This design comes from an exercise in tuning for small area, a short achievable clock period and few clock cycles per item on the open sky130 flow, not from production work. In this exercise RTL edits were held to simulation tests only and were not proved equivalent to the original.

$ cat design/flow/constraint.sdc
create_clock -name core_clock -period 32.0 [get_ports {clk}]
set_input_delay 6.4000 -clock core_clock [delete_from_list [all_inputs] [get_ports {clk}]]
set_output_delay 6.4000 -clock core_clock [all_outputs]
set_load 0.01 [all_outputs]
$ cat design/flow/design.v
module color_converter_rgb (
    input  wire [6:0] c,
    output wire [7:0] byte_o
);
    wire [8:0]  c3;
    wire        co0, co1, co2;
    radd #(9)  u3 (.a({2'b0, c}), .b({1'b0, c, 1'b0}), .ci(1'b0), .s(c3), .co(co0));
    wire [12:0] c51;
    radd #(13) u51 (.a({4'b0, c3}), .b({c3, 4'b0}), .ci(1'b0), .s(c51), .co(co1));
    wire [12:0] x;
    radd #(13) u10 (.a(c51), .b(13'd10), .ci(1'b0), .s(x), .co(co2));
    wire [2:0]  r;
    cdiv8 #(4, 4'd5) ud (.x(x[12:2]), .q(byte_o), .r(r));
endmodule
module radd #(parameter W = 8) (
    input  wire [W-1:0] a,
    input  wire [W-1:0] b,
    input  wire         ci,
    output wire [W-1:0] s,
    output wire         co
);
    wire [W:0] c;
    assign c[0] = ci;
    genvar i;
    generate for (i = 0; i < W; i = i + 1) begin : g
        assign s[i]   = a[i] ^ b[i] ^ c[i];
        assign c[i+1] = (a[i] & b[i]) | (c[i] & (a[i] ^ b[i]));
    end endgenerate
    assign co = c[W];
endmodule
module csub #(parameter W = 8, parameter [W-1:0] K = 0) (
    input  wire [W-1:0] a,
    output wire [W-1:0] d,
    output wire         ge
);
    radd #(W) u (.a(a), .b(~K), .ci(1'b1), .s(d), .co(ge));
endmodule
module umul #(parameter WA = 8, parameter WB = 4) (
    input  wire [WA-1:0]    a,
    input  wire [WB-1:0]    b,
    output wire [WA+WB-1:0] p
);
    wire [WA:0] acc [0:WB-1];
    assign acc[0] = {1'b0, a & {WA{b[0]}}};
    assign p[0] = acc[0][0];
    genvar i;
    generate for (i = 1; i < WB; i = i + 1) begin : row
        wire [WA-1:0] s;
        wire          co;
        radd #(WA) u (.a(acc[i-1][WA:1]), .b(a & {WA{b[i]}}), .ci(1'b0), .s(s), .co(co));
        assign acc[i] = {co, s};
        assign p[i] = s[0];
    end endgenerate
    assign p[WA+WB-1:WB] = acc[WB-1][WA:1];
endmodule
module dstep #(parameter W = 8, parameter [W-1:0] D = 1) (
    input  wire [W-1:0] a,
    output wire         q,
    output wire [W-2:0] r
);
    wire [W:0] c;    
    assign c[0] = 1'b1;
    genvar i;
    generate for (i = 0; i < W; i = i + 1) begin : g
        if (D[i]) begin : one
            assign c[i+1] = a[i] & c[i];
            if (i < W-1) begin : rb
                assign r[i] = a[i] ^ (q & c[i]);
            end
        end else begin : zero
            assign c[i+1] = a[i] | c[i];
            if (i < W-1) begin : rb
                assign r[i] = a[i] ^ (q & ~c[i]);
            end
        end
    end endgenerate
    assign q = c[W];
endmodule
module cdiv8 #(parameter W = 8, parameter [W-1:0] D = 1) (
    input  wire [W+6:0] x,
    output wire [7:0]   q,
    output wire [W-2:0] r
);
    wire [W-2:0] rr [0:8];
    dstep #(W, D) s7 (.a(x[W+6:7]), .q(q[7]), .r(rr[7]));
    genvar i;
    generate for (i = 6; i >= 0; i = i - 1) begin : st
        dstep #(W, D) s (.a({rr[i+1], x[i]}), .q(q[i]), .r(rr[i]));
    end endgenerate
    assign r = rr[0];
endmodule
module hls_front (
    input  wire        sp,
    input  wire [6:0]  l,
    input  wire [6:0]  s,
    output wire [12:0] C
);
    wire [6:0] lm;  wire ge50;
    csub #(7, 7'd50) u50 (.a(l), .d(lm), .ge(ge50));
    wire [6:0] l100; wire co_a;
    radd #(7) u100 (.a(7'd100), .b(~l), .ci(1'b1), .s(l100), .co(co_a));
    wire [5:0] m  = ge50 ? l100[5:0] : l[5:0];
    wire [6:0] se = sp ? 7'd0 : s;
    umul #(7, 6) umc (.a(se), .b(m), .p(C));
endmodule
module hls_mid (
    input  wire [8:0]  h,
    input  wire [6:0]  l,
    input  wire [12:0] C,
    output wire [18:0] N1,
    output wire [22:0] Nm,
    output wire [2:0]  n
);
    wire [8:0] h1; wire b2;
    csub #(9, 9'd240) uh2 (.a(h), .d(h1), .ge(b2));
    wire [7:0] ha = b2 ? h1[7:0] : h[7:0];
    wire [7:0] h2; wire b1;
    csub #(8, 8'd120) uh1 (.a(ha), .d(h2), .ge(b1));
    wire [6:0] hb = b1 ? h2[6:0] : ha[6:0];
    wire [6:0] h3; wire b0;
    csub #(7, 7'd60) uh0 (.a(hb), .d(h3), .ge(b0));
    wire [5:0] u = b0 ? h3[5:0] : hb[5:0];
    assign n = {b2, b1, b0};
    wire [5:0] u60; wire co_h;
    radd #(6) uu60 (.a(6'd60), .b(~u), .ci(1'b1), .s(u60), .co(co_h));
    wire [5:0] kp = b0 ? u : u60;
    wire [8:0]  l3;  wire co_b;
    radd #(9) ul3 (.a({2'b0, l}), .b({1'b0, l, 1'b0}), .ci(1'b0), .s(l3), .co(co_b));
    wire [13:0] tb;  wire co_c;
    radd #(14) utb (.a({1'b0, C}), .b({5'b0, l, 2'b0}), .ci(1'b0), .s(tb), .co(co_c));
    wire [13:0] t1p; wire co_d;
    radd #(14) ut1 (.a(tb), .b({l3, 5'd19}), .ci(1'b0), .s(t1p), .co(co_d));
    wire [14:0] t3;  wire co_e;
    radd #(15) ut3 (.a({1'b0, t1p}), .b({t1p, 1'b0}), .ci(1'b1), .s(t3), .co(co_e));
    wire co_f;
    radd #(19) un1 (.a({4'b0, t3}), .b({t3, 4'd14}), .ci(1'b0), .s(N1), .co(co_f));
    wire [18:0] CK;
    umul #(13, 6) umk (.a(C), .b(kp), .p(CK));
    wire [18:0] W30; wire co_i;
    radd #(19) uw (.a({t1p, 5'd18}), .b(~{4'b0, t1p, 1'b0}), .ci(1'b1), .s(W30), .co(co_i));
    wire [18:0] V; wire co_j;
    radd #(19) uv (.a(W30), .b(~CK), .ci(1'b1), .s(V), .co(co_j));
    wire co_k;
    radd #(23) uv17 (.a({4'b0, V}), .b({V, 4'd4}), .ci(1'b0), .s(Nm), .co(co_k));
endmodule
module hls_back (
    input  wire [6:0]  l,
    input  wire [18:0] N1,
    input  wire [17:0] Xm,       
    output wire [7:0]  bmax,
    output wire [7:0]  bmid,
    output wire [7:0]  bmin
);
    wire [7:0] q1; wire [6:0] rm1;
    cdiv8 #(8, 8'd125) udmax (.x(N1[18:4]), .q(q1), .r(rm1));
    wire [10:0] r1 = {rm1, N1[3:0]};
    assign bmax = q1;
    wire [9:0] rmm;
    cdiv8 #(11, 11'd625) udmid (.x(Xm), .q(bmid), .r(rmm));
    wire [6:0] la; wire d3;
    csub #(7, 7'd80) ud3 (.a(l), .d(la), .ge(d3));
    wire [6:0] lb0 = d3 ? la : l;
    wire [6:0] lb; wire d2;
    csub #(7, 7'd40) ud2 (.a(lb0), .d(lb), .ge(d2));
    wire [5:0] lc0 = d2 ? lb[5:0] : lb0[5:0];
    wire [5:0] lc; wire d1;
    csub #(6, 6'd20) ud1 (.a(lc0), .d(lc), .ge(d1));
    wire [4:0] ld0 = d1 ? lc[4:0] : lc0[4:0];
    wire [4:0] ld; wire dd0;
    csub #(5, 5'd10) ud0 (.a(ld0), .d(ld), .ge(dd0));
    wire [3:0] m10 = dd0 ? ld[3:0] : ld0[3:0];
    wire [3:0] d10 = {d3, d2, d1, dd0};
    reg  [7:0] g25;
    always @(*) begin
        case (m10)
            4'd0: g25 = 8'd0;    4'd1: g25 = 8'd25;   4'd2: g25 = 8'd50;
            4'd3: g25 = 8'd75;   4'd4: g25 = 8'd100;  4'd5: g25 = 8'd125;
            4'd6: g25 = 8'd150;  4'd7: g25 = 8'd175;  4'd8: g25 = 8'd200;
            default: g25 = 8'd225;
        endcase
    end
    wire [7:0] gsum; wire gt;
    radd #(8) ugt (.a(r1[10:3]), .b(~g25), .ci(|r1[2:0]), .s(gsum), .co(gt));
    wire [7:0] l5; wire co_m;
    radd #(8) ul5 (.a({l[5:0], 2'b0}), .b({1'b0, l}), .ci(1'b1), .s(l5), .co(co_m));
    wire [7:0] F; wire co_n;
    radd #(8) uf (.a(l5), .b({4'b0, d10}), .ci(1'b0), .s(F), .co(co_n));
    wire co_o;
    radd #(8) umin (.a(F), .b(~q1), .ci(~gt), .s(bmin), .co(co_o));
endmodule
module sixel_color_conv (
    input  wire        clk,
    input  wire        rst,
    input  wire        in_valid,
    output wire        in_ready,
    input  wire        in_space,
    input  wire [8:0]  in_p0,
    input  wire [6:0]  in_p1,
    input  wire [6:0]  in_p2,
    output reg         out_valid,
    input  wire        out_ready,
    output wire [31:0] out_color
);
    wire stall = out_valid && !out_ready;
    assign in_ready = !stall;
    wire [12:0] c_C;
    hls_front u_front (.sp(in_space), .l(in_p1), .s(in_p2), .C(c_C));
    reg        v1;
    reg        s1_sp;
    reg [8:0]  s1_h;
    reg [6:0]  s1_l, s1_s;
    reg [12:0] s1_C;
    always @(posedge clk) begin
        if (rst)         v1 <= 1'b0;
        else if (!stall) v1 <= in_valid;
        if (!stall) begin
            s1_sp <= in_space;
            s1_h  <= in_p0;
            s1_l  <= in_p1;
            s1_s  <= in_p2;
            s1_C  <= c_C;
        end
    end
    wire [18:0] c_N1;
    wire [22:0] c_Nm;
    wire [2:0]  c_n;
    hls_mid u_mid (.h(s1_h), .l(s1_l), .C(s1_C), .N1(c_N1), .Nm(c_Nm), .n(c_n));
    reg        v2;
    reg        s2_sp;
    reg [6:0]  s2_l;
    reg [2:0]  s2_n;
    reg [18:0] s2_N1;
    reg [17:0] s2_X;         
    always @(posedge clk) begin
        if (rst)         v2 <= 1'b0;
        else if (!stall) v2 <= v1;
        if (!stall) begin
            s2_sp <= s1_sp;
            s2_l  <= s1_l;
            s2_n  <= c_n;
            s2_N1 <= c_N1;
            s2_X  <= s1_sp ? {4'b0, s1_h[6:0], s1_s} : c_Nm[22:5];
        end
    end
    wire [7:0] bmax, bmid, bmin, cr, cb;
    hls_back u_back (.l(s2_l), .N1(s2_N1), .Xm(s2_X), .bmax(bmax), .bmid(bmid), .bmin(bmin));
    color_converter_rgb u_r (.c(s2_X[13:7]), .byte_o(cr));
    color_converter_rgb u_b (.c(s2_X[6:0]),  .byte_o(cb));
    reg [7:0] R, G, B;
    always @(*) begin
        case (s2_n)
            3'd1:    begin R = bmax; G = bmin; B = bmid; end
            3'd2:    begin R = bmax; G = bmid; B = bmin; end
            3'd3:    begin R = bmid; G = bmax; B = bmin; end
            3'd4:    begin R = bmin; G = bmax; B = bmid; end
            3'd5:    begin R = bmin; G = bmid; B = bmax; end
            default: begin R = bmid; G = bmin; B = bmax; end
        endcase
        if (s2_sp) begin
            R = cr; G = bmax; B = cb;
        end
    end
    reg [23:0] oc;
    assign out_color = {8'hFF, oc};
    always @(posedge clk) begin
        if (rst)         out_valid <= 1'b0;
        else if (!stall) out_valid <= v2;
        if (!stall) oc <= {B, G, R};
    end
endmodule
$ cat design/flow/config.mk
export PLATFORM = sky130hd
export DESIGN_NAME = sixel_color_conv
export DESIGN_NICKNAME = sixel_color_conv
export VERILOG_FILES = /design/flow/design.v
export SDC_FILE = /design/flow/constraint.sdc
export NUM_CORES = 4
export LEC_CHECK = 0
export ABC_AREA = 1
export CAP_MARGIN = 20
export CORE_MARGIN = 2
export CORE_UTILIZATION = 40
export SLEW_MARGIN = 20
$ cat design/flow/run.sh
#!/bin/bash
# synth_recipe.tcl (not shown) runs the flow's synth.tcl, then flattens the netlist and writes it again
# the make line also repeats each setting of config.mk as NAME=value (left out here)
make -C /OpenROAD-flow-scripts/flow DESIGN_CONFIG=/design/flow/config.mk WORK_HOME=/design/flow/orfs CLKGATE_MAP_FILE= SYNTH_SCRIPT=/design/flow/synth_recipe.tcl finish
==> summary.txt <==
Counting the fill cells in the layout gives 3,774. For this run, the top clock speed supported by timing is 0.0627 GHz. The synthesized design devotes to its leading area cell type 26.8% of total area. Of all cell types, the one taking the most synthesized area is sky130_fd_sc_hd__fa_1. The share of synthesized registers carrying an async set or reset came out at 0%. TritonCTS built the clock tree.

A synthesized cell averages 8.84 um^2. The fraction of final layout cells with drive strength greater than 1 came out at 8.75%. The combined area of all synthesized cells is 15,300 um^2. The area growth from synthesis to final layout came out at 8.38%.

The total of max-cap violations is 0. The minimum hold slack came out at 0.471 ns. The later-pin clock latency in the skew report is 0.38 ns. Buffers inserted during clock tree synthesis total 9. The maximum cell stage delay along the critical path came out at 0.52 ns.

The synthesized instance count is 1,734. Yosys attributes the largest share of cell area to sky130_fd_sc_hd__fa_1 (27%), sky130_fd_sc_hd__edfxtp_1 (21%), sky130_fd_sc_hd__ha_1 (11%). The die area is 39,900 um^2. The maximum count of clock buffers along a single path came out at 2.

The via count of the first global-routing pass came to 11,053. The final period utilization is 49.9%. The core box area came out at 37,700 um^2. The worst pin sits at a relative slew slack of 36.3%.

The post-route core utilization is 44.1%. In this run, synthesis produced a sequential element count of 112. The half-perimeter wire length of the detailed placement result came out at 27.2 mm. The total congestion overflow came out at 0. For this run, the leading register cell type out of synthesis is sky130_fd_sc_hd__edfxtp_1. Leaving out fill and tap cells, the most frequent cell in the layout is sky130_fd_sc_hd__inv_1.

The top cell types in the final layout, fill and taps aside, are sky130_fd_sc_hd__inv_1 (362), sky130_fd_sc_hd__nand2_1 (281), sky130_fd_sc_hd__fa_1 (205). Clock-pin slew was measured on the worst setup and hold paths at 0.08 ns. The worst hold path belongs to the class flop to flop. The starting density of the core came out at 40.7%. After detailed routing, the total wire length is 31.7 mm. The flow ran to the end and the layout has no timing, DRC or antenna violations. The category of cells accounting for the largest share of critical-path delay is adder cells. The number of hold-slack violations in the final timing report is 0.

In the final routed layout, each cell accounts on average for 13.8 um. The post-route cell area is 16,600 um^2. The row count came out at 71. The placed instances occupy a cell area of 16,300 um^2.

0 antenna diodes ended up in the layout. The top-level I/O count came out at 62. The net count of the finished layout is 2,148. The clock arrives with 0.00856 ns of skew.

The number of antenna violations at the first check in global routing came out at 0. The maximum number of pins on one net before global-route repair came out at 75. The weighted congestion at the end of routability-driven global placement is 0.859.

The clock sink total came out at 112. Setup repair after global routing left no endpoint under its margin. Measured along the y axis, the die boundary spans 200 um. The required arrival time at the worst endpoint came out at 32.11 ns.

The cell type with the highest occurrence count on the critical path is sky130_fd_sc_hd__fa_1. The worst setup path is captured at a flop. In this run the clock root is driven by a sky130_fd_sc_hd__clkbuf_16. The worst path buffer plus inverter count came out at 7.

The critical-path maximum fanout came out at 9. The register area share after synthesis is 21.7%. The detailed-route via count is 10,843. Setup violations remaining at the end of the flow were counted as 0. The number of gates resized after CTS was 0. The count of buffers added on input and output ports is 53. The detailed router finished its first iteration with 493 violations. The final routed DRC violation total is 0. For this design, the CTS-stage hold fixing added 0 buffers. The sum of negative setup slack came out at 0 ns. The total number of yosys warnings is 7. The post-CTS setup buffer count came out at 0. The global-route wire length before repair came out at 53.7 mm. The worst setup path category is flop to flop.

The slowest cell on the critical path is sky130_fd_sc_hd__fa_1. STA classifies the critical path startpoint as a flop. The remaining number of nets flagged by the antenna check after routing is 0. The max-slew violation count is 0. The first detailed-routing pass took 5 iterations. The number of different library cells in the post-synthesis netlist came out at 54.

The number of enable-type register cells in the synthesized netlist came out at 109. The global routing usage summed across all routing layers is 17.2%. The H-tree level count is 3.

The data arrival time of the critical path came out at 16.06 ns. The slew at the pin closest to its max-slew limit is 0.955 ns. Using the TritonRoute via totals, the vias-per-cell ratio works out to 4.73.

The die width is 200 um. The final critical delay including setup and external delays is 15.95 ns.
==> registers in the layout, summed over array words and instances (netlist names) <==
signal     flops
s1_C          13
s2_sp          1
s2_N1         19
oc            24
out_valid      1
s2_X          18
s2_l           7
s1_h           9
v2             1
s2_n           3
v1             1
s1_s           7
s1_sp          1
s1_l           7
==> per-layer routing <==
layer | GRT usage [%] | wire length, um
met4 | 5.57 | 699
met5 | 0 | 0
met3 | 1.80 | 948
met1 | 21.3 | 14000
met2 | 31.2 | 16100
==> stage by stage <==
step | worst slack (ns) | instances
detailed placement | 16.04 | 2277
floorplan | 16.94 | 1741
global route | 15.20 | 2293
finish | 16.05 | 2293
CTS | 16.02 | 2293
global placement | 16.59 | 2277
==> synthesized netlist by cell type (6+ instances only) <==
cell type / count
sky130_fd_sc_hd__nand2_1: 281
sky130_fd_sc_hd__o21ai_1: 9
sky130_fd_sc_hd__xnor2_1: 21
sky130_fd_sc_hd__inv_2: 12
sky130_fd_sc_hd__a221oi_1: 6
sky130_fd_sc_hd__o21ai_0: 47
sky130_fd_sc_hd__nand2_4: 12
sky130_fd_sc_hd__or2_2: 17
sky130_fd_sc_hd__fa_1: 205
sky130_fd_sc_hd__clkbuf_1: 14
sky130_fd_sc_hd__a21oi_1: 65
sky130_fd_sc_hd__a22oi_1: 12
sky130_fd_sc_hd__nor3_1: 6
sky130_fd_sc_hd__mux2_2: 12
sky130_fd_sc_hd__nand3_2: 12
sky130_fd_sc_hd__nand2_2: 51
sky130_fd_sc_hd__buf_4: 9
sky130_fd_sc_hd__nor2_1: 181
sky130_fd_sc_hd__nor2_2: 10
sky130_fd_sc_hd__nand3_1: 32
sky130_fd_sc_hd__a31oi_1: 6
sky130_fd_sc_hd__edfxtp_1: 109
sky130_fd_sc_hd__ha_1: 138
sky130_fd_sc_hd__inv_1: 363
sky130_fd_sc_hd__xor2_1: 44
==> cells by family (layout without fill, tap and decap cells) <==
family          Yosys count  in the layout  synth area share (%)
flops                   112            112                  21.7
xor+xnor                 67             67                  3.92
buf+inv                 410            451                  10.6
fa+ha+maj               343            343                  38.0
compound gates          172            172                  6.62
other cells               1              8                0.0245
mux                      16             16                  1.14
simple gates            613            613                  17.9
==> final cells by class <==
type / count / area [um^2] / area share [%]
Multi-Input combinational cell: 1219 / 10400 / 62.6
Inverter: 381 / 1440 / 8.64
Clock buffer: 9 / 225 / 1.36
Tap cell: 511 / 639 / 3.85
Timing Repair Buffer: 54 / 538 / 3.24
Clock inverter: 7 / 45.0 / 0.271
Sequential cell: 112 / 3330 / 20.1
==> final timing paths <==
kind,endpoint,cells after the start,from,slack (ns)
max,s2_X[17],54,s1_h[4],16.05
min,v2,2,v2,0.47
max reg2reg,s2_X[17],54,s1_h[4],16.05
min reg2reg,v2,2,v2,0.47
==> worst reg2reg max path, delay by kind of cell, from the launching register on <==
family | cells | cell delay (ns)
fa+ha+maj | 36 | 12.46
simple gates | 5 | 1.11
xor+xnor | 3 | 0.57
compound gates | 3 | 0.56
buf+inv | 7 | 0.55
flops | 1 | 0.45
Testbench counts, summed over its fixed seeds: cycles 16,024, items 16,000.

## what the ideal ports hide
The results above use ideal ports. As a check the final layout listed here was re-extracted and re-timed, cells and wires unchanged. Step 1, drivers: a clkbuf_16 drives clk and a buf_2 each remaining input, both assumed. Step 2 times the ports against the registers' clock, not the clock port: input delays grow and output delays shrink by t, the midpoint of the rising clock arrivals with the driver on. Slacks: no drivers / after step 1 / after step 2; pairs: no drivers / after step 1.
shift t [ns]: 0.423
slack for setup (ns): 16.047 / 16.047 / 16.047
worst hold slack (ns): 0.471 / 0.471 / 0.471
After both steps this run still meets setup and hold. The setup slack of this run moves by 0.000 ns with the drivers and by 0.000 ns with both steps.
